From an optimization exercise on the open Yosys and OpenROAD flow, aimed at a short achievable clock period and few clock cycles; shortcuts taken in it are not production practice.
Function was checked by simulation only, so behaviour that the tests miss may differ from the original.
No run shown here takes its clock network from TritonCTS; it comes from the design's own scripts or RTL.
The flow treats the clock pin as an ideal source. Dropping or thinning the clock tree relies on that and would not hold on a real chip.
Power is estimated from default activity; no workload was simulated.

===== flow/run.sh =====
#!/bin/bash
HERE=$(pwd)
bash standard.sh SETUP_SLACK_MARGIN=7.5 ABC_CLOCK_PERIOD_IN_PS=3000 CORE_UTILIZATION=65 PLACE_DENSITY=0.75 PRE_CTS_TCL=$HERE/flow/star_cts.tcl finish > flow_standard.log 2>&1

===== flow/star_cts.tcl =====

set ::star_clk_net  clk
set ::star_leaves   40
set ::star_roots    4
set ::star_root_buf sky130_fd_sc_hd__clkinv_16
set ::star_leaf_buf sky130_fd_sc_hd__clkinv_4

rename clock_tree_synthesis orig_clock_tree_synthesis

proc star_kmeans {pts k iters} {
  set n [llength $pts]
  # start from points spread along the list sorted by x then y
  set srt [lsort -real -index 0 $pts]
  set cents {}
  for {set i 0} {$i < $k} {incr i} {
    set p [lindex $srt [expr {int(($i + 0.5) * $n / $k)}]]
    lappend cents [list [lindex $p 0] [lindex $p 1]]
  }
  # k-means++-ish refinement: plain Lloyd iterations
  for {set it 0} {$it < $iters} {incr it} {
    set sx [lrepeat $k 0.0]; set sy [lrepeat $k 0.0]; set cnt [lrepeat $k 0]
    set asg {}
    foreach p $pts {
      set px [lindex $p 0]; set py [lindex $p 1]
      set best 0; set bd 1e30
      for {set c 0} {$c < $k} {incr c} {
        set dx [expr {$px - [lindex $cents $c 0]}]
        set dy [expr {$py - [lindex $cents $c 1]}]
        set d [expr {abs($dx) + abs($dy)}]
        if {$d < $bd} { set bd $d; set best $c }
      }
      lappend asg $best
      lset sx $best [expr {[lindex $sx $best] + $px}]
      lset sy $best [expr {[lindex $sy $best] + $py}]
      lset cnt $best [expr {[lindex $cnt $best] + 1}]
    }
    for {set c 0} {$c < $k} {incr c} {
      if {[lindex $cnt $c] > 0} {
        lset cents $c [list [expr {[lindex $sx $c] / [lindex $cnt $c]}] [expr {[lindex $sy $c] / [lindex $cnt $c]}]]
      }
    }
  }
  return [list $cents $asg]
}

# Cap every cluster at ceil(n/k)+1 points: points of a full cluster go to
# the nearest cluster with room, farthest points first.
proc star_balance {pts cents asg k} {
  set n [llength $pts]
  set cap [expr {($n + $k - 1) / $k + 1}]
  set cnt [lrepeat $k 0]
  foreach c $asg { lset cnt $c [expr {[lindex $cnt $c] + 1}] }
  # order points by distance to their centre, farthest first
  set order {}
  for {set i 0} {$i < $n} {incr i} {
    set c [lindex $asg $i]
    set d [expr {abs([lindex $pts $i 0] - [lindex $cents $c 0]) + abs([lindex $pts $i 1] - [lindex $cents $c 1])}]
    lappend order [list $i $d]
  }
  set order [lsort -real -decreasing -index 1 $order]
  foreach e $order {
    set i [lindex $e 0]
    set c [lindex $asg $i]
    if {[lindex $cnt $c] <= $cap} continue
    set best -1; set bd 1e30
    for {set j 0} {$j < $k} {incr j} {
      if {$j == $c || [lindex $cnt $j] >= $cap} continue
      set d [expr {abs([lindex $pts $i 0] - [lindex $cents $j 0]) + abs([lindex $pts $i 1] - [lindex $cents $j 1])}]
      if {$d < $bd} { set bd $d; set best $j }
    }
    if {$best < 0} continue
    lset cnt $c [expr {[lindex $cnt $c] - 1}]
    lset cnt $best [expr {[lindex $cnt $best] + 1}]
    lset asg $i $best
  }
  return $asg
}

# The output ports' buffers get a strong drive strength.
proc star_size_outputs {} {
  set block [ord::get_db_block]
  set db [ord::get_db]
  set buf [$db findMaster sky130_fd_sc_hd__buf_6]
  set nb 0
  foreach bterm [$block getBTerms] {
    if {[$bterm getIoType] != "OUTPUT"} continue
    set net [$bterm getNet]
    if {$net == "NULL"} continue
    set drv [$net getFirstOutput]
    if {$drv == "NULL"} continue
    set inst [$drv getInst]
    set m [[$inst getMaster] getName]
    if {[lsearch -exact {sky130_fd_sc_hd__buf_6 sky130_fd_sc_hd__buf_8 sky130_fd_sc_hd__buf_12 sky130_fd_sc_hd__buf_16} $m] >= 0} continue
    if {[string match sky130_fd_sc_hd__buf_* $m] || [string match sky130_fd_sc_hd__clkdlybuf* $m] || [string match sky130_fd_sc_hd__dlygate* $m] || [string match sky130_fd_sc_hd__clkbuf_* $m]} {
      $inst swapMaster $buf
      incr nb
    }
  }
  puts "star_cts: $nb output buffers resized"
}

# Each flip-flop that drives an output port's buffer is moved next to that
# buffer (legalised later by the CTS step's detailed placement).
proc star_pull_outputs {} {
  set block [ord::get_db_block]
  set np 0
  foreach bterm [$block getBTerms] {
    if {[$bterm getIoType] != "OUTPUT"} continue
    set net [$bterm getNet]
    if {$net == "NULL"} continue
    set drv [$net getFirstOutput]
    if {$drv == "NULL"} continue
    set inst [$drv getInst]
    set a [$inst findITerm A]
    if {$a == "NULL"} continue
    set n2 [$a getNet]
    if {$n2 == "NULL"} continue
    set d2 [$n2 getFirstOutput]
    if {$d2 == "NULL"} continue
    set f [$d2 getInst]
    if {![string match sky130_fd_sc_hd__*df* [[$f getMaster] getName]]} continue
    lassign [$inst getLocation] bx by
    $f setLocation $bx $by
    $f setPlacementStatus PLACED
    incr np
  }
  puts "star_cts: $np output flip-flops moved to their buffers"
  detailed_placement
}

proc star_out_pin {inst} {
  foreach it [$inst getITerms] {
    if {[$it getIoType] == "OUTPUT" && [[$it getMTerm] getSigType] == "SIGNAL"} { return $it }
  }
  error "star_cts: no output pin on [$inst getName]"
}

proc clock_tree_synthesis {args} {
  star_size_outputs
  set block [ord::get_db_block]
  set db [ord::get_db]
  set clk_net [$block findNet $::star_clk_net]
  set k $::star_leaves
  set root_master [$db findMaster $::star_root_buf]
  set leaf_master [$db findMaster $::star_leaf_buf]

  set sinks {}
  set pts {}
  foreach it [$clk_net getITerms] {
    set inst [$it getInst]
    set bb [$inst getBBox]
    set x [expr {([$bb xMin] + [$bb xMax]) / 2.0}]
    set y [expr {([$bb yMin] + [$bb yMax]) / 2.0}]
    lappend sinks $it
    lappend pts [list $x $y]
  }
  puts "star_cts: [llength $sinks] sinks, $k leaves"
  lassign [star_kmeans $pts $k 30] cents asg
  set asg [star_balance $pts $cents $asg $k]
  # leaf buffers at the centres of their final clusters
  set sx [lrepeat $k 0.0]; set sy [lrepeat $k 0.0]; set cn [lrepeat $k 0]
  set i 0
  foreach c $asg {
    lset sx $c [expr {[lindex $sx $c] + [lindex $pts $i 0]}]
    lset sy $c [expr {[lindex $sy $c] + [lindex $pts $i 1]}]
    lset cn $c [expr {[lindex $cn $c] + 1}]
    incr i
  }
  for {set c 0} {$c < $k} {incr c} {
    if {[lindex $cn $c] > 0} {
      lset cents $c [list [expr {[lindex $sx $c] / [lindex $cn $c]}] [expr {[lindex $sy $c] / [lindex $cn $c]}]]
    }
  }

  # leaves grouped under the roots
  set nr $::star_roots
  lassign [star_kmeans $cents $nr 30] rcents rasg
  set root_nets {}
  for {set r 0} {$r < $nr} {incr r} {
    set root [odb::dbInst_create $block $root_master "clkbuf_root_star_$r"]
    $root setLocation [expr {int([lindex $rcents $r 0])}] [expr {int([lindex $rcents $r 1])}]
    $root setPlacementStatus PLACED
    set root_net [odb::dbNet_create $block "clknet_root_star_$r"]
    $root_net setSigType CLOCK
    [$root findITerm A] connect $clk_net
    [star_out_pin $root] connect $root_net
    lappend root_nets $root_net
  }
  puts "star_cts: leaves per root $rasg"

  set leaf_nets {}
  for {set c 0} {$c < $k} {incr c} {
    set leaf [odb::dbInst_create $block $leaf_master "clkbuf_leaf_star_$c"]
    $leaf setLocation [expr {int([lindex $cents $c 0])}] [expr {int([lindex $cents $c 1])}]
    $leaf setPlacementStatus PLACED
    set net [odb::dbNet_create $block "clknet_leaf_star_$c"]
    $net setSigType CLOCK
    [$leaf findITerm A] connect [lindex $root_nets [lindex $rasg $c]]
    [star_out_pin $leaf] connect $net
    lappend leaf_nets $net
  }
  set i 0
  foreach it $sinks {
    set c [lindex $asg $i]
    $it disconnect
    $it connect [lindex $leaf_nets $c]
    incr i
  }
  set cnts [lrepeat $k 0]
  foreach c $asg { lset cnts $c [expr {[lindex $cnts $c] + 1}] }
  puts "star_cts: leaf fanouts $cnts"
  set_propagated_clock [all_clocks]
}

===== standard.sh =====
#!/bin/bash
# synth_recipe.tcl (not shown) runs the flow's synth.tcl, then flattens the netlist and writes it again
# the make line also repeats each setting of config.mk as NAME=value (left out here)
make -C /OpenROAD-flow-scripts/flow DESIGN_CONFIG=/design/flow/config.mk WORK_HOME=/design/flow/orfs CLKGATE_MAP_FILE= SYNTH_SCRIPT=/design/flow/synth_recipe.tcl "${@:-finish}"

===== config.mk =====
export PLATFORM = sky130hd
export DESIGN_NAME = acb_stream
export DESIGN_NICKNAME = acb_stream
export VERILOG_FILES = /design/flow/design.v
export SDC_FILE = /design/flow/constraint.sdc
export NUM_CORES = 4
export LEC_CHECK = 0
export CAP_MARGIN = 20
export CORE_MARGIN = 2
export CORE_UTILIZATION = 40
export SLEW_MARGIN = 20

===== constraint.sdc =====
create_clock -name core_clock -period 10.0 [get_ports {clk}]
set_input_delay 2.0000 -clock core_clock [delete_from_list [all_inputs] [get_ports {clk}]]
set_output_delay 2.0000 -clock core_clock [all_outputs]
set_load 0.01 [all_outputs]

===== design.v =====
module acb_stream (
    input  wire        clk,
    input  wire        rst,
    input  wire        start,
    input  wire [1:0]  op,
    input  wire [15:0] arg0,
    input  wire [12:0] in_len,
    output reg         done,
    output reg  [12:0] out_len,
    output reg  [12:0] in_pos,
    output reg  [2:0]  err_code,
    output reg  [15:0] err_info,
    output wire [11:0] in_addr,
    input  wire [7:0]  in_rdata,
    output wire [11:0] out_raddr,
    input  wire [7:0]  out_rdata,
    output reg         out_we,
    output reg  [11:0] out_waddr,
    output reg  [7:0]  out_wdata
);
    localparam [2:0] E_NONE       = 3'd0;
    localparam [2:0] E_INVALIDARG = 3'd1;
    localparam [2:0] E_ILLEGAL    = 3'd2;
    localparam [2:0] E_UNEXPEND   = 3'd3;
    localparam [2:0] E_DATA       = 3'd4;
    localparam [2:0] E_CAPACITY   = 3'd5;
    localparam [1:0] SEL_LIT = 2'd0,    
                     SEL_MEM = 2'd1,    
                     SEL_H1  = 2'd2,    
                     SEL_H2  = 2'd3;    
    localparam [2:0] I_ZERO = 3'd0, I_HP = 3'd1, I_HP1 = 3'd2, I_HPM2 = 3'd3,
                     I_CAP  = 3'd4, I_ARG = 3'd5, I_OP = 3'd6;
    reg        st_r;        
    reg [1:0]  op_r;
    reg [15:0] arg_r;
    reg [12:0] len_r;
    reg [2:0]  arg_hi;      
    reg        run;         
    reg        m_cmp, m_dec, m_mat;
    reg [12:0] hp;          
    reg [12:0] rem;         
    reg        remz, rem1;  
    reg [12:0] P;           
    reg [12:0] room;        
    reg        roomz;       
    reg [7:0]  z;           
    reg        zf;          
    reg [8:0]  fsh;         
    reg        exh;         
    reg        one;         
    reg        pf;          
    reg [4:0]  cc;          
    reg        cact;        
    reg [1:0]  csel;        
    reg        bad_r;       
    reg [11:0] ia;          
    reg [11:0] na;          
    reg        iv;          
    reg        rv;          
    reg [7:0]  ird;         
    reg        irv;
    reg [7:0]  B  [0:7];
    reg        Bz [0:7];    
    reg [2:0]  wp, rp;
    reg [3:0]  n;           
    reg [7:0]  H0, H1;
    reg        H0z, H1z;
    reg        hv0, hv1;    
    assign in_addr = ia;
    wire v0 = hv0;
    wire v1 = hv1;
    wire [7:0] w0 = H0;
    wire [7:0] w1 = H1;
    wire w0z = H0z;
    wire w1z = H1z;
    wire full = P[12];      
    reg        emit;        
    reg [1:0]  e_sel;
    reg [7:0]  e_byte;
    reg [1:0]  pop;
    reg        fin;         
    reg [2:0]  f_code;
    reg [2:0]  f_info;
    reg        mstart;      
    reg        fload;       
    reg        fload1;      
    reg        zset, zinc, zclr;
    wire [11:0] m_off = {w0[7:4], w1};
    wire        m_bad = (m_off == 12'd0) || ({1'b0, m_off} > P) ||
                        ({9'd0, w0[3:0]} + 13'd3 > room);
    wire [11:0] m_src  = P[11:0] - m_off;
    wire [11:0] m_src1 = P[11:0] + 12'd1 - m_off;
    wire [1:0]  m_sel = (m_off == 12'd1) ? SEL_H1 :
                        (m_off == 12'd2) ? SEL_H2 : SEL_MEM;
    always @(*) begin
        emit   = 1'b0;
        e_sel  = SEL_LIT;
        e_byte = 8'h00;
        pop    = 2'd0;
        fin    = 1'b0;
        f_code = E_NONE;
        f_info = I_ZERO;
        mstart = 1'b0;
        fload  = 1'b0;
        fload1 = 1'b0;
        zset   = 1'b0;
        zinc   = 1'b0;
        zclr   = 1'b0;
        if (st_r) begin
            if (op_r == 2'd3) begin
                fin = 1'b1; f_code = E_ILLEGAL; f_info = I_OP;
            end else if (op_r == 2'd2 && arg_r > 16'd4096) begin
                fin = 1'b1; f_code = E_INVALIDARG; f_info = I_ARG;
            end
        end else if (run) begin
            if (m_cmp) begin
                if (remz) begin
                    if (zf) begin
                        emit = 1'b1; zclr = 1'b1;
                    end else begin
                        fin = 1'b1;
                    end
                end else if (v0) begin
                    if (!w0z) begin
                        emit = 1'b1;
                        if (zf) begin
                            zclr = 1'b1;
                        end else begin
                            e_byte = w0; pop = 2'd1;
                        end
                    end else if (!zf) begin
                        emit = 1'b1; pop = 2'd1; zset = 1'b1;
                    end else if (rem1 || v1) begin
                        pop = 2'd1;
                        if (rem1 || !w1z || z == 8'hff) begin
                            emit = 1'b1; e_byte = z; zclr = 1'b1;
                        end else begin
                            zinc = 1'b1;
                        end
                    end
                end
            end else if (m_dec) begin
                if (zf) begin
                    emit = 1'b1;
                end else if (remz) begin
                    fin = 1'b1;
                end else if (v0) begin
                    if (!w0z) begin
                        emit = 1'b1; e_byte = w0; pop = 2'd1;
                    end else if (rem1) begin
                        fin = 1'b1; f_code = E_UNEXPEND; f_info = I_HP1;    
                    end else if (v1) begin
                        emit = 1'b1; pop = 2'd2; zset = 1'b1;
                    end
                end
            end else begin
                if (bad_r) begin
                    fin = 1'b1; f_code = E_DATA; f_info = I_HPM2;
                end else if (cact) begin
                    emit = 1'b1; e_sel = csel;
                    if (exh && v0 && !remz) begin
                        pop = 2'd1; fload = 1'b1;
                    end
                end else if (roomz) begin
                    fin = 1'b1;
                end else if (exh) begin
                    if (remz) begin
                        fin = 1'b1; f_code = E_UNEXPEND; f_info = I_HP;
                    end else if (v0) begin
                        pop = 2'd1; fload = 1'b1;
                    end
                end else if (fsh[8]) begin
                    if (remz) begin
                        fin = 1'b1; f_code = E_UNEXPEND; f_info = I_HP;
                    end else if (v0) begin
                        emit = 1'b1; e_byte = w0; pop = 2'd1;
                        if (one && v1 && !rem1) begin
                            pop = 2'd2; fload1 = 1'b1;
                        end
                    end
                end else begin
                    if (remz || rem1) begin
                        fin = 1'b1; f_code = E_UNEXPEND; f_info = I_HP;
                    end else if (v1) begin
                        emit = 1'b1; pop = 2'd2; mstart = 1'b1;
                        e_sel = m_sel;
                    end
                end
            end
            if (emit && full) begin
                emit   = 1'b0;
                mstart = 1'b0;
                fin    = 1'b1;
                f_code = E_CAPACITY;
                f_info = I_CAP;
            end
        end
    end
    reg [11:0] ra;           
    reg [11:0] sr;           
    reg [11:0] wc;           
    reg        p1_v, p2_v;
    reg [1:0]  p1_sel, p2_sel;
    reg [7:0]  p1_b, p2_b;
    reg        p1_fin, p2_fin;
    reg [7:0]  h1;           
    reg [7:0]  h2;           
    reg [2:0]  r_code;
    reg [2:0]  r_isel;       
    reg        r_pos;        
    reg        r_dec;        
    assign out_raddr = ra;
    wire busy = st_r | run | p1_fin | p2_fin;
    wire go   = start & ~busy;
    reg [7:0] wd;
    always @(*) begin
        case (p2_sel)
            SEL_LIT: wd = p2_b;
            SEL_MEM: wd = out_rdata;
            SEL_H1:  wd = h1;
            default: wd = h2;
        endcase
    end
    integer k;
    wire      push = irv & run;
    wire      ivn  = ({1'b0, n} + irv + rv + iv < 5'd8);    
    wire      irdz = (ird == 8'h00);
    reg [7:0] cb  [0:3];
    reg       cbz [0:3];
    reg [2:0] ci;
    always @(*) begin
        for (k = 0; k < 4; k = k + 1) begin
            ci     = rp + k;
            cb[k]  = (push && wp == ci) ? ird  : B[ci];
            cbz[k] = (push && wp == ci) ? irdz : Bz[ci];
        end
    end
    wire [3:0]  n_p0   = n + {3'd0, push};
    wire [3:0]  n_p1   = n + {3'd0, push} - 4'd1;
    wire [3:0]  n_p2   = n + {3'd0, push} - 4'd2;
    wire [12:0] hp_p1  = hp + 13'd1;
    wire [12:0] hp_p2  = hp + 13'd2;
    wire [12:0] rem_m1 = rem - 13'd1;
    wire [12:0] rem_m2 = rem - 13'd2;
    wire        rem2   = (rem == 13'd2);
    wire        rem3   = (rem == 13'd3);
    wire        room1  = (room == 13'd1);
    always @(posedge clk) begin
        if (rst) begin
            st_r   <= 1'b0;
            run    <= 1'b0;
            bad_r  <= 1'b0;
            iv     <= 1'b0;
            rv     <= 1'b0;
            irv    <= 1'b0;
            ia     <= 12'd0;
            n      <= 4'd0;
            hv0    <= 1'b0;
            hv1    <= 1'b0;
            p1_v   <= 1'b0;
            p2_v   <= 1'b0;
            p1_fin <= 1'b0;
            p2_fin <= 1'b0;
            out_we <= 1'b0;
            done   <= 1'b0;
        end else begin
            st_r <= go;
            irv <= rv;
            if (go) begin
                rv <= 1'b1;
                iv <= 1'b1;
                ia <= 12'd1;
            end else if (st_r || run) begin
                rv <= iv;
                iv <= ivn;
                ia <= na;
            end else begin
                rv <= iv;
                iv <= 1'b0;
                ia <= 12'd0;
            end
            case (pop)
                2'd0: begin
                    n <= n_p0; hv0 <= (n_p0 != 4'd0); hv1 <= (n_p0[3:1] != 3'd0);
                end
                2'd1: begin
                    n <= n_p1; hv0 <= (n_p1 != 4'd0); hv1 <= (n_p1[3:1] != 3'd0);
                end
                default: begin
                    n <= n_p2; hv0 <= (n_p2 != 4'd0); hv1 <= (n_p2[3:1] != 3'd0);
                end
            endcase
            if ((fin && run) || st_r) begin
                n   <= 4'd0;
                hv0 <= 1'b0;
                hv1 <= 1'b0;
            end
            bad_r <= mstart && m_bad;
            if (fin && run)
                run <= 1'b0;
            if (st_r && !fin)
                run <= 1'b1;
            p1_v   <= emit;
            p1_fin <= fin;
            p2_v   <= p1_v && !bad_r;
            p2_fin <= p1_fin;
            out_we <= p2_v;
            done   <= p2_fin;
        end
    end
    always @(posedge clk) begin
        op_r  <= op;
        arg_r <= arg0;
        len_r <= in_len;
        ird   <= in_rdata;
        if (push) begin
            B[wp]  <= ird;
            Bz[wp] <= irdz;
            wp     <= wp + 3'd1;
        end
        case (pop)
            2'd0: begin
                H0 <= cb[0]; H0z <= cbz[0]; H1 <= cb[1]; H1z <= cbz[1];
            end
            2'd1: begin
                H0 <= cb[1]; H0z <= cbz[1]; H1 <= cb[2]; H1z <= cbz[2];
                rp <= rp + 3'd1;
                hp <= hp_p1; rem <= rem_m1;
                remz <= rem1; rem1 <= rem2;
            end
            default: begin
                H0 <= cb[2]; H0z <= cbz[2]; H1 <= cb[3]; H1z <= cbz[3];
                rp <= rp + 3'd2;
                hp <= hp_p2; rem <= rem_m2;
                remz <= rem2; rem1 <= rem3;
            end
        endcase
        if (emit) begin
            P     <= P + 13'd1;
            room  <= room - 13'd1;
            roomz <= room1;
        end
        if (m_cmp) begin
            if (zset) begin
                z <= 8'd1; zf <= 1'b1;
            end else if (zinc) begin
                z <= z + 8'd1;
            end else if (zclr) begin
                z <= 8'd0; zf <= 1'b0;
            end
        end else begin
            if (zf) begin
                z  <= z - 8'd1;
                zf <= (z != 8'd1);
            end else if (zset) begin
                z  <= w1;
                zf <= !w1z;
            end
        end
        if (cact) begin
            cc   <= cc - 5'd1;
            cact <= (cc != 5'd1);
        end else if (mstart) begin
            cc   <= {1'b0, w0[3:0]} + 5'd2;
            cact <= 1'b1;
            csel <= m_sel;
        end
        ra <= cact ? sr : m_src;
        sr <= cact ? sr + 12'd1 : m_src1;
        na <= go ? 12'd2 : na + {11'd0, ivn};
        if (fload) begin
            fsh <= {w0, 1'b1};
            exh <= 1'b0;
            one <= 1'b0;
            pf  <= cact;
        end else if (fload1) begin
            fsh <= {w1, 1'b1};
            exh <= 1'b0;
            one <= 1'b0;
            pf  <= 1'b1;
        end else if (emit && !cact) begin
            fsh <= {fsh[7:0], 1'b0};
            exh <= (fsh[6:0] == 7'd0);
            one <= (fsh[6:0] == 7'h40);
            pf  <= 1'b0;
        end
        if (fin) begin
            r_code <= f_code;
            r_isel <= f_info;
            r_pos  <= (f_code == E_NONE);
            r_dec  <= (f_code == E_DATA);
        end
        if (st_r) begin
            m_cmp  <= (op_r == 2'd0);
            m_dec  <= (op_r == 2'd1);
            m_mat  <= (op_r == 2'd2);
            hp     <= 13'd0;
            rp     <= 3'd0;
            wp     <= 3'd0;
            rem    <= len_r;
            remz   <= (len_r == 13'd0);
            rem1   <= (len_r == 13'd1);
            P      <= 13'd0;
            room   <= arg_r[12:0];
            roomz  <= (arg_r[12:0] == 13'd0);
            arg_hi <= arg_r[15:13];
            zf     <= 1'b0;
            cact   <= 1'b0;
            fsh    <= 9'h100;
            exh    <= 1'b1;
            one    <= 1'b0;
            pf     <= 1'b0;
        end
        p1_sel <= e_sel;
        p1_b   <= e_byte;
        p2_sel <= p1_sel;
        p2_b   <= p1_b;
        out_wdata <= wd;
        if (p2_v) begin
            h1 <= wd;
            h2 <= h1;
        end
        wc <= st_r ? 12'd0 : wc + {11'd0, p2_v};
        out_waddr <= wc;
        out_len  <= P - {12'd0, r_dec};
        in_pos   <= !r_pos ? 13'd0 : (m_mat && pf) ? hp - 13'd1 : hp;
        err_code <= r_code;
        case (r_isel)
            I_HP:    err_info <= {3'd0, hp};
            I_HP1:   err_info <= {3'd0, hp_p1};
            I_HPM2:  err_info <= {3'd0, hp - 13'd2};
            I_CAP:   err_info <= 16'd4096;
            I_ARG:   err_info <= {arg_hi, room};
            I_OP:    err_info <= 16'd3;
            default: err_info <= 16'd0;
        endcase
    end
endmodule

==> flow_summary_export.csv, run 1 <==
group,metric,value,unit
sta,hold_viol_final,0,
global_route,grt_max_degree,68,
power_and_ir_drop,ir_drop,0.000113,V
detailed_routing,first_pass_iters,7,
sta,slew_viol_final,0,
detailed_routing,vias_per_cell,6.46,
hold_path,worstHoldStart,"wc[0]",
yosys,yosys_register_bits,415,
die,row_count,65,
detailed_routing,post_drt_wl_per_cell,21.2,µm
power_and_ir_drop,total_leakage_power,0.00906,µW
final_layout,final_area,24700,µm²
setup_path,r2r_start,"remz",
sta,max_slew.worst_pin.slew,1.10,ns
die,design.core.area,31600,µm²
setup_path,crit_family,"flip-flops",
yosys,yosys_most_used_dff,"dfxtp_1",
hold_path,whs_path_depth,0,
sta,fin_skew,0.0457,ns
final_layout,num_antenna_cells,0,
placement,port_buffers,140,
setup_path,required,8.00,ns
sta,finalSetupViolations,0,
sta,fin_crit_sh,26.5,%
setup_path,r2r_cells,10,
global_route,grt_pass1_vias,15824,
yosys,synth-warning-count,3,
final_layout,fin_nets,2368,
setup_path,crit-reg2reg-capture,"hv0",
detailed_routing,vias,16967,
die,dieArea,33400,µm²
yosys,synth_nets,2196,
global_route,grtUsageTotal,31.3,%
detailed_routing,drc,0,
die,io_pins,141,
final_layout,layout_common_cells,"229 x nand2_1, 179 x nor2_1, 158 x dfxtp_1",
setup_path,cp.arrival,0.65,ns
global_route,overflow,0,
yosys,synth-edff-count,146,
setup_path,max_stage_delay,0.33,ns
placement,gp_congestion,0.935,
die,die_h,183,µm
sta,max_freq,0.377,GHz
die,initial_core_util,65.8,%
placement,place_area,22300,µm²
clocking,ctsHoldBuffers,0,
setup_path,crit_type,"flip-flop to primary output",
yosys,yosysSeqAreaShare,47.0,%
setup_path,crit_path_top_delay_cell,"dfxtp_2",
final_layout,final_common_cell,"nand2_1",
sta,layout_min_cycle_time,2.65,ns
setup_path,cp-end-kind,"primary output",
detailed_routing,drt_iter0_markers,1968,
yosys,synth_area,20800,µm²
yosys,syn_avg_cell_area,10.1,µm²
outcome,outcome,"no timing/DRC/antenna violations",
job,maxCapViolations,0,
power_and_ir_drop,power_density,151,nW/µm²
hold_path,hold_class,"flip-flop to flip-flop",
detailed_routing,ant_nets,0,
clocking,clk_latency,0.22,ns
final_layout,drive_gt1_share,25.6,%
die,dieWidth,183,µm
sta,rsz0062_at_grt,"true",
yosys,synth_cell_type_count,92,
clocking,clkTransAtPathRegs,0.10,ns
setup_path,worst-path-max-fanout,1,
detailed_routing,wl,55.8,mm
sta,max_slew_margin,26.5,%
setup_path,cp.buffers_inverters,1,
global_route,antenna_found_initial,0,
placement,dp_hpwl,36.1,mm
final_layout,nFillCells,2004,
hold_path,hold_end,"out_waddr[0]",
yosys,syn_inst,2056,
sta,setup_tns,0,ns
yosys,async_reset_ff_share,0,%
setup_path,worstSetupStartpointType,"flip-flop",
final_layout,area_growth,18.9,%
setup_path,worst-r2r-setup-slack,7.47,ns
global_route,grt_pass1_wl,84.3,mm
setup_path,crit_path_cell_trace,"buf_6",
-- power by group --
group	switching, µW	internal [µW]
clock	602	121
sequential	167	1890
combinational	477	463
total	1250	2480
-- through the flow --
step / worst slack (ns) / power [µW] / instances / util (%) / hold slack, ns
global placement: 6.55 / 2830 / 2504 / 70.7 / 0.312
global route: 7.32 / 3900 / 2628 / 78.3 / 0.333
CTS: 7.34 / 3650 / 2588 / 75.5 / 0.318
finish: 7.35 / 3720 / 2628 / 78.3 / 0.323
detailed placement: 6.47 / 2850 / 2505 / 70.8 / 0.312
floorplan: 7.30 / 2570 / 2056 / - / 0.310
-- how the worst max path moves through the flow --
| stage | from | endpoint | cells past startpoint |
|---|---|---|---|
| after detailed placement | rp[0] | H1[7] | 9 |
| after global placement | rp[0] | H1[7] | 9 |
| final | ia[3] | in_addr[3] | 1 |
| after global routing | ia[3] | in_addr[3] | 1 |
| after CTS | ia[3] | in_addr[3] | 1 |
| after floorplan | out_rdata[0] | h1[0] | 1 |
-- per-layer routing --
metal	vias to the layer above	wire [µm]	GRT usage (%)
met5	-	0	0
met4	0	1940	9.12
met3	188	5280	4.81
met1	8082	22200	43.5
met2	983	26400	51.5
li1	7714	-	-
-- flip-flops by register name, indices dropped and copies added (netlist names), 9 cells and up, named ones only --
name and flops:
rem 13, P 13, B 64, ia 12, err_info 16, room 13
out_len 13, wc 12, sr 12, fsh 9, ra 12, arg_r 16
na 12, len_r 13, out_waddr 12, hp 13, in_pos 13
-- area by class of cell --
cell class / instances / area [µm²] / area share, %
Inverter: 128 / 810 / 3.28
Sequential cell: 415 / 9950 / 40.3
Tap cell: 402 / 503 / 2.04
Multi-Input combinational cell: 1453 / 11000 / 44.6
Timing Repair Buffer: 230 / 2420 / 9.80
-- worst register-to-register path: stages (launching register included) --
cell      delay [ns]
edfxtp_1        0.44
buf_4           0.19
buf_4           0.13
nand2b_2        0.24
a21oi_4         0.20
o21a_1          0.24
nand2_4         0.13
buf_8           0.23
mux2i_1         0.13
or3_1           0.39
a21oi_2         0.11
-- synth_stat cells, drive strengths merged (50+ instances only) --
cell      n  share of area (%)
o21ai   113                2.8
buf      57                1.4
xnor2    82                3.6
clkbuf   51               0.93
inv      84                1.5
xor2     50                2.2
mux4     61                6.6
nor2    194                3.6
edfxtp  146                 21
dfxtp   269                 26
nand2   237                4.3
nand3    81                2.0
ha       79                4.8
a21oi    78                1.9
nor3     51                1.3
-- cell families (layout without fill, tap and decap cells) --
logic type               after synthesis  count (layout)  share of synthesized area, %
AO/OA/AOI/OAI                        378             379                          11.9
XOR/XNOR                             132             133                          5.78
adder cells (fa/ha/maj)               90              90                          5.82
buffers and inverters                192             358                          3.85
flip-flops                           415             415                          47.0
multiplexers                         103             103                          8.65
AND/OR/NAND/NOR                      746             748                          17.0
-- repair_timing --
action                                  4_1_cts  5_1_grt
setup buffers                                36       34
pin swaps                                    23       32
endpoints found under the setup margin      307      221
resized for setup                           216      140
gates cloned                                  3        6
hold endpoints to repair                      0        0
Testbench counts, summed over its fixed seeds: cycles 269,648.
==> inputs of run 2 (changes only) <==
--- a/flow/star_cts.tcl
+++ b/flow/star_cts.tcl
@@ -2,3 +2,3 @@
 set ::star_clk_net  clk
-set ::star_leaves   40
+set ::star_leaves   48
 set ::star_roots    4
==> run 2 against run 1 <==
Compared with the run above: still clean; clock power grew 5.8%; worst setup slack got worse by 0.0085 ns; first-iteration DRC count is 11% lower; critical endpoint is now out_waddr[0]; largest cell class unchanged.
==> flow_summary_export.csv, run 2 <==
group,metric,value,unit
global_route,grtUsageTotal,31.0,%
yosys,synth.area.top_cells,"dfxtp_1 26%, edfxtp_1 21%, mux4_2 6.6%, ha_1 4.8%, nand2_1 4.3%",
yosys,synth_cell_type_count,92,
setup_path,required,8.00,ns
detailed_routing,ant_nets,0,
sta,setup_ws,7.34,ns
placement,gp_congestion,0.935,
power_and_ir_drop,total_leakage_power,0.00899,µW
final_layout,reg_top3,"B: 64 flops, arg_r: 16 flops, err_info: 16 flops",
global_route,top_usage_layer,"met2",
hold_path,whs_path_depth,0,
sta,max_slew.worst_pin.slew,1.08,ns
global_route,grt_pass1_wl,83.5,mm
final_layout,top_register,"B",
power_and_ir_drop,ir_drop,0.000142,V
yosys,synthAdderAreaFrac,5.82,%
yosys,yosysTopAreaCell,"dfxtp_1",
global_route,grt_pass1_vias,15695,
yosys,syn_inst,2056,
yosys,yosys_register_bits,415,
clocking,clk_latency,0.23,ns
yosys,yosysMostFrequentCell,"dfxtp_1",
detailed_routing,drc,0,
detailed_routing,vias_per_cell,6.40,
final_layout,area_growth,18.1,%
placement,dp_hpwl,36.1,mm
die,io_pins,141,
yosys,synth-simple-area-share,17.0,%
setup_path,crit-reg2reg-capture,"bad_r",
detailed_routing,drt_iter0_markers,1757,
sta,fin_skew,0.0641,ns
final_layout,final_common_cell,"nand2_1",
sta,layout_min_cycle_time,2.66,ns
outcome,outcome,"no timing/DRC/antenna violations",
setup_path,crit_type,"flip-flop to primary output",
detailed_routing,post_drt_wl_per_cell,20.6,µm
yosys,synth_compound_area_share,11.9,%
die,initial_core_util,65.8,%
setup_path,crit_path_top_delay_cell,"dfxtp_2",
hold_path,worstHoldStart,"p1_b[5]",
global_route,overflow,0,
final_layout,drive_gt1_share,25.3,%
sta,hold_viol_final,0,
global_route,gr-usage-met1,43.5,%
setup_path,max_stage_delay,0.33,ns
yosys,synth-edff-count,146,
yosys,synth_top_cell_area_share,25.9,%
final_layout,final_area,24500,µm²
placement,port_buffers,140,
yosys,synth_mux_area_share,8.65,%
global_route,use_met2,50.6,%
yosys,synth_top_family_by_area,"simple AND/OR/NAND/NOR gates",
yosys,synth_xor_xnor_area_share,5.78,%
detailed_routing,vias,16810,
detailed_routing,first_pass_iters,6,
yosys,async_reset_ff_share,0,%
setup_path,r2r_cells,11,
sta,setup_tns,0,ns
final_layout,fin_nets,2365,
sta,max_slew_margin,27.3,%
die,die_h,183,µm
setup_path,r2r_start,"H0[1]",
yosys,synth-warning-count,3,
sta,finalSetupViolations,0,
final_layout,largest_reg_flops,64,
placement,place_ws,6.47,ns
yosys,syn_avg_cell_area,10.1,µm²
setup_path,worst-path-max-fanout,1,
setup_path,cp.arrival,0.66,ns
yosys,yosysSeqAreaShare,47.0,%
clocking,clkTransAtPathRegs,0.07,ns
final_layout,layout_common_cells,"231 x nand2_1, 178 x nor2_1, 159 x dfxtp_1",
final_layout,num_antenna_cells,0,
setup_path,crit_path_cell_trace,"buf_6",
setup_path,crit_family,"flip-flops",
detailed_routing,wl,54.0,mm
sta,rsz0062_at_grt,"true",
hold_path,hold_end,"p2_b[5]",
hold_path,hold_class,"flip-flop to flip-flop",
die,design.core.area,31600,µm²
yosys,yosys_most_used_dff,"dfxtp_1",
setup_path,worstSetupStartpointType,"flip-flop",
setup_path,cp.buffers_inverters,1,
sta,fin_crit_sh,26.6,%
sta,slew_viol_final,0,
job,maxCapViolations,0,
setup_path,worst-r2r-setup-slack,7.52,ns
yosys,synth_area,20800,µm²
global_route,grt_max_degree,68,
yosys,synth_nets,2196,
placement,place_area,22300,µm²
global_route,antenna_found_initial,0,
sta,max_freq,0.376,GHz
global_route,gr-usage-met3,4.19,%
power_and_ir_drop,power_density,153,nW/µm²
yosys,synthTopCellsByCount,"269 x dfxtp_1, 236 x nand2_1, 192 x nor2_1, 146 x edfxtp_1, 101 x o21ai_0",
die,row_count,65,
setup_path,cp-end-kind,"primary output",
die,dieArea,33400,µm²
die,dieWidth,183,µm
## run 2: cell counts after synthesis
No cell type changed its count.
## run 2: through the flow
stage	hold slack (ns)	cells	utilization, %	power (µW)
after global routing	0.331	2625	77.8	3930
after detailed placement	0.312	2505	70.8	2850
after CTS	0.325	2589	75.3	3680
final	0.327	2625	77.8	3750
after global placement	0.312	2504	70.7	2830
after floorplan	0.310	2056	-	2570
## run 2: worst max-delay path by stage
stage                       from           end  slack (ns)  depth (start not counted)
finish              out_waddr[0]  out_waddr[0]        7.34                          1
global route        out_waddr[0]  out_waddr[0]        7.31                          1
CTS                 out_waddr[0]  out_waddr[0]        7.32                          1
detailed placement         rp[0]         H1[7]        6.47                          9
global placement           rp[0]         H1[7]        6.55                          9
floorplan           out_rdata[0]         h1[0]        7.30                          1
## run 2: final cells by class
cell class | count | area, µm²
flip-flops and latches | 415 | 9930
well taps | 402 | 503
multi-input cells | 1452 | 11000
inverters | 136 | 880
fillers | 2063 | 7020
repair buffers | 220 | 2270
## run 2: timing repair
action                     in CTS  in global routing
resized for setup             205                132
gates cloned                    2                  2
setup buffers                  30                 34
hold buffers                    0                  0
pin swaps                      18                 22
setup endpoints to repair     288                221
## run 2: logic make-up (layout without fill, tap and decap cells)
family / Yosys count / after routing
flip-flops: 415 / 415
buffers and inverters: 192 / 356
adder cells (fa/ha/maj): 90 / 90
multiplexers: 103 / 103
AND/OR/NAND/NOR: 746 / 748
XOR/XNOR: 132 / 133
AO/OA/AOI/OAI: 378 / 378
## run 2: layer usage
layer / up-vias / wire, µm
met5: - / 0
met4: 0 / 1780
met3: 169 / 4650
met2: 932 / 25500
met1: 7984 / 22100
li1: 7725 / -
## run 2: report_power, final
part	total (µW)	switching, µW	leakage [µW]	internal (µW)
clock	765	631	0.000243	134
combinational	929	473	0.00517	457
sequential	2060	165	0.00357	1890
==> inputs of run 3 (changes only) <==
--- a/flow/star_cts.tcl
+++ b/flow/star_cts.tcl
@@ -2,6 +2,6 @@
 set ::star_clk_net  clk
-set ::star_leaves   48
+set ::star_leaves   32
 set ::star_roots    4
-set ::star_root_buf sky130_fd_sc_hd__clkinv_16
-set ::star_leaf_buf sky130_fd_sc_hd__clkinv_4
+set ::star_root_buf sky130_fd_sc_hd__clkbuf_16
+set ::star_leaf_buf sky130_fd_sc_hd__clkbuf_16
 
@@ -130,11 +130,5 @@
 
-proc star_out_pin {inst} {
-  foreach it [$inst getITerms] {
-    if {[$it getIoType] == "OUTPUT" && [[$it getMTerm] getSigType] == "SIGNAL"} { return $it }
-  }
-  error "star_cts: no output pin on [$inst getName]"
-}
-
 proc clock_tree_synthesis {args} {
   star_size_outputs
+  star_pull_outputs
   set block [ord::get_db_block]
@@ -185,3 +179,3 @@
     [$root findITerm A] connect $clk_net
-    [star_out_pin $root] connect $root_net
+    [$root findITerm X] connect $root_net
     lappend root_nets $root_net
@@ -198,3 +192,3 @@
     [$leaf findITerm A] connect [lindex $root_nets [lindex $rasg $c]]
-    [star_out_pin $leaf] connect $net
+    [$leaf findITerm X] connect $net
     lappend leaf_nets $net
==> run 3 against run 2 <==
Compared with the run above: still clean on timing, DRC and antenna; clock power is 57% higher; register-to-register slack got worse by 0.04 ns; sequential power hardly changed; critical path depth unchanged; die area stayed put; critical endpoint is now err_info[6]; final area up 2.1%; maximum frequency decreased by 6.9%.
==> flow_summary_export.csv, run 3 <==
group,metric,value,unit
outcome,outcome,"no timing/DRC/antenna violations",
yosys,synth_top_cell_area_share,25.9,%
final_layout,top_register,"B",
detailed_routing,first_pass_iters,7,
setup_path,max_stage_delay,0.34,ns
sta,rsz0062_at_grt,"true",
yosys,yosys_register_bits,415,
detailed_routing,wl_met2,27.2,mm
sta,fin_skew,0.0702,ns
global_route,overflow,0,
global_route,grt_pass1_vias,15956,
detailed_routing,wl,57.6,mm
global_route,grtUsageTotal,32.6,%
global_route,grt_max_degree,68,
yosys,synth-edff-count,146,
placement,place_area,22300,µm²
sta,layout_min_cycle_time,2.86,ns
setup_path,crit_path_start,"err_info[6]",
detailed_routing,ant_nets,0,
die,initial_core_util,65.8,%
global_route,antenna_found_initial,0,
yosys,syn_inst,2056,
yosys,synth_nets,2196,
final_layout,largest_reg_flops,64,
detailed_routing,met1_length,22.7,mm
setup_path,crit_type,"flip-flop to primary output",
sta,fin_crit_sh,28.6,%
sta,max_freq,0.350,GHz
detailed_routing,drt_iter0_markers,2028,
setup_path,crit-reg2reg-capture,"H1[0]",
placement,dp_hpwl,36.1,mm
sta,max_slew_margin,23.9,%
final_layout,fin_nets,2368,
final_layout,area_growth,20.6,%
setup_path,cp.arrival,0.86,ns
job,maxCapViolations,0,
yosys,async_reset_ff_share,0,%
die,row_count,65,
detailed_routing,drc,0,
power_and_ir_drop,total_leakage_power,0.00930,µW
final_layout,num_antenna_cells,0,
power_and_ir_drop,power_density,168,nW/µm²
setup_path,crit_path_top_delay_cell,"dfxtp_2",
die,die_h,183,µm
detailed_routing,vias,17027,
die,io_pins,141,
final_layout,layout_common_cells,"231 x nand2_1, 181 x nor2_1, 150 x dfxtp_1",
yosys,yosysMostFrequentCell,"dfxtp_1",
final_layout,reg_top3,"B: 64 flops, arg_r: 16 flops, err_info: 16 flops",
final_layout,final_common_cell,"nand2_1",
sta,setup_tns,0,ns
yosys,synthTopCellsByCount,"269 x dfxtp_1, 236 x nand2_1, 192 x nor2_1, 146 x edfxtp_1, 101 x o21ai_0",
yosys,syn_avg_cell_area,10.1,µm²
die,design.core.area,31600,µm²
setup_path,r2r_cells,11,
setup_path,worst-path-max-fanout,1,
yosys,synth_cell_type_count,92,
setup_path,crit_path_cell_trace,"buf_6",
setup_path,cp.buffers_inverters,1,
sta,max_slew.worst_pin.slew,1.14,ns
placement,port_buffers,140,
setup_path,worst-r2r-setup-slack,7.48,ns
die,dieArea,33400,µm²
clocking,clk_latency,0.40,ns
detailed_routing,post_drt_wl_per_cell,21.9,µm
hold_path,hold_class,"flip-flop to flip-flop",
final_layout,final_area,25000,µm²
yosys,yosysTopAreaCell,"dfxtp_1",
setup_path,cp-end-kind,"primary output",
clocking,clkTransAtPathRegs,0.10,ns
global_route,grt_pass1_wl,87.6,mm
setup_path,worstSetupStartpointType,"flip-flop",
sta,slew_viol_final,0,
setup_path,r2r_start,"rp[0]",
die,dieWidth,183,µm
final_layout,drive_gt1_share,25.3,%
sta,finalSetupViolations,0,
final_layout,fin_util,79.4,%
yosys,yosys_most_used_dff,"dfxtp_1",
yosys,synth.area.top_cells,"dfxtp_1 26%, edfxtp_1 21%, mux4_2 6.6%, ha_1 4.8%, nand2_1 4.3%",
placement,gp_congestion,0.935,
sta,hold_viol_final,0,
setup_path,crit_family,"flip-flops",
detailed_routing,met3WireLength,5.48,mm
setup_path,cp.depth,1,
setup_path,required,8.00,ns
detailed_routing,vias_per_cell,6.48,
yosys,synth_area,20800,µm²
setup_path,cp-endpoint,"err_info[6]",
yosys,synth-warning-count,3,
power_and_ir_drop,ir_drop,0.000143,V
detailed_routing,top_layer,"met4",
yosys,yosysSeqAreaShare,47.0,%
-- run 3: changes by cell type in the layout (fill, tap and decap cells not counted), moves of 4 or more --
| cell | change |
|---|---|
| clkinv_16 | -4 |
| buf_2 | +9 |
| ha_1 | +6 |
| clkinv_4 | -48 |
| buf_4 | +12 |
| nor2_2 | -4 |
| buf_6 | -7 |
| dfxtp_1 | -9 |
| clkbuf_16 | +38 |
| dfxtp_2 | +11 |
-- run 3: area by class of cell --
class / count / area, µm²
sequential: 415 / 9940
timing repair buffer: 239 / 2460
fill: 1954 / 6510
inverter: 84 / 334
tap: 402 / 503
multi-input combinational: 1452 / 10900
buffer: 36 / 901
-- run 3: metrics by stage --
step / hold slack [ns] / worst slack (ns) / total power (µW) / cells
after floorplan: 0.310 / 7.30 / 2570 / 2056
after global placement: 0.312 / 6.55 / 2830 / 2504
after detailed placement: 0.312 / 6.47 / 2850 / 2505
after CTS: 0.327 / 7.15 / 4130 / 2579
after global routing: 0.329 / 7.14 / 4380 / 2628
final: 0.325 / 7.14 / 4210 / 2628
-- run 3: how the worst min path moves through the flow --
stage               slack (ns)         to      start  depth (start not counted)
floorplan                 0.31    p2_b[0]    p1_b[0]                          0
global placement          0.31    p2_b[4]    p1_b[4]                          0
detailed placement        0.31    p2_b[2]    p1_b[2]                          0
CTS                       0.33  p2_sel[0]  p1_sel[0]                          0
global route              0.33  p2_sel[1]  p1_sel[1]                          0
finish                    0.32    p2_b[5]    p1_b[5]                          0
-- run 3: power by group --
group          internal, µW  leakage, µW  switching (µW)  total (µW)
combinational           465      0.00528             486         951
sequential             1900      0.00357             166        2060
clock                   635     0.000444             565        1200
-- run 3: cells by family (layout without fill, tap and decap cells) --
logic type               Yosys count  in the layout  synth area share (%)
flip-flops                       415            415                  47.0
AND/OR/NAND/NOR                  746            748                  17.0
multiplexers                     103            103                  8.65
XOR/XNOR                         132            133                  5.78
adder cells (fa/ha/maj)           90             90                  5.82
AO/OA/AOI/OAI                    378            378                  11.9
buffers and inverters            192            359                  3.85
-- run 3: repair_timing --
action                                  in CTS  in global routing
gates resized for setup                    226                 96
buffers inserted                            34                 46
gates cloned                                 4                  3
endpoints found under the setup margin     289                204
pin swaps                                   23                 20
hold buffers                                 0                  0
-- run 3: per-layer routing --
layer  vias up  global-route usage [%]
li1       7721                       -
met1      8101                    45.5
met2      1014                    54.0
met3       191                    4.13
met4         0                    9.57
met5         -                       0

-- what the ideal ports hide --
How much do the figures lean on ideal ports? The routed layouts below were timed once more, with nothing changed but the port constraints.
Step 1 assumes that a clkbuf_16 drives the clock port and a buf_2 every other input.
Step 2 adds t to the input delays and takes it off the output delays; t is the mean of the earliest and latest rising clock arrival at the registers after step 1. Input paths then give back, and output paths get back, about the clock's delay inside the block.
Three values: ideal, step 1, step 2; two values: the first two.
run | t (ns) | setup slack, ns | worst slew at a driven data input, ns
run 1 | 0.450 | 7.346 / 7.089 / 7.141 | 0.06
run 2 | 0.457 | 7.338 / 7.083 / 7.135 | 0.05
run 3 | 0.484 | 7.140 / 7.017 / 7.117 | 0.05
After both steps setup and hold are still met in every run listed. For run 1, which loses most, drivers alone change the setup slack by -0.257 ns; drivers and shift together by -0.205 ns.
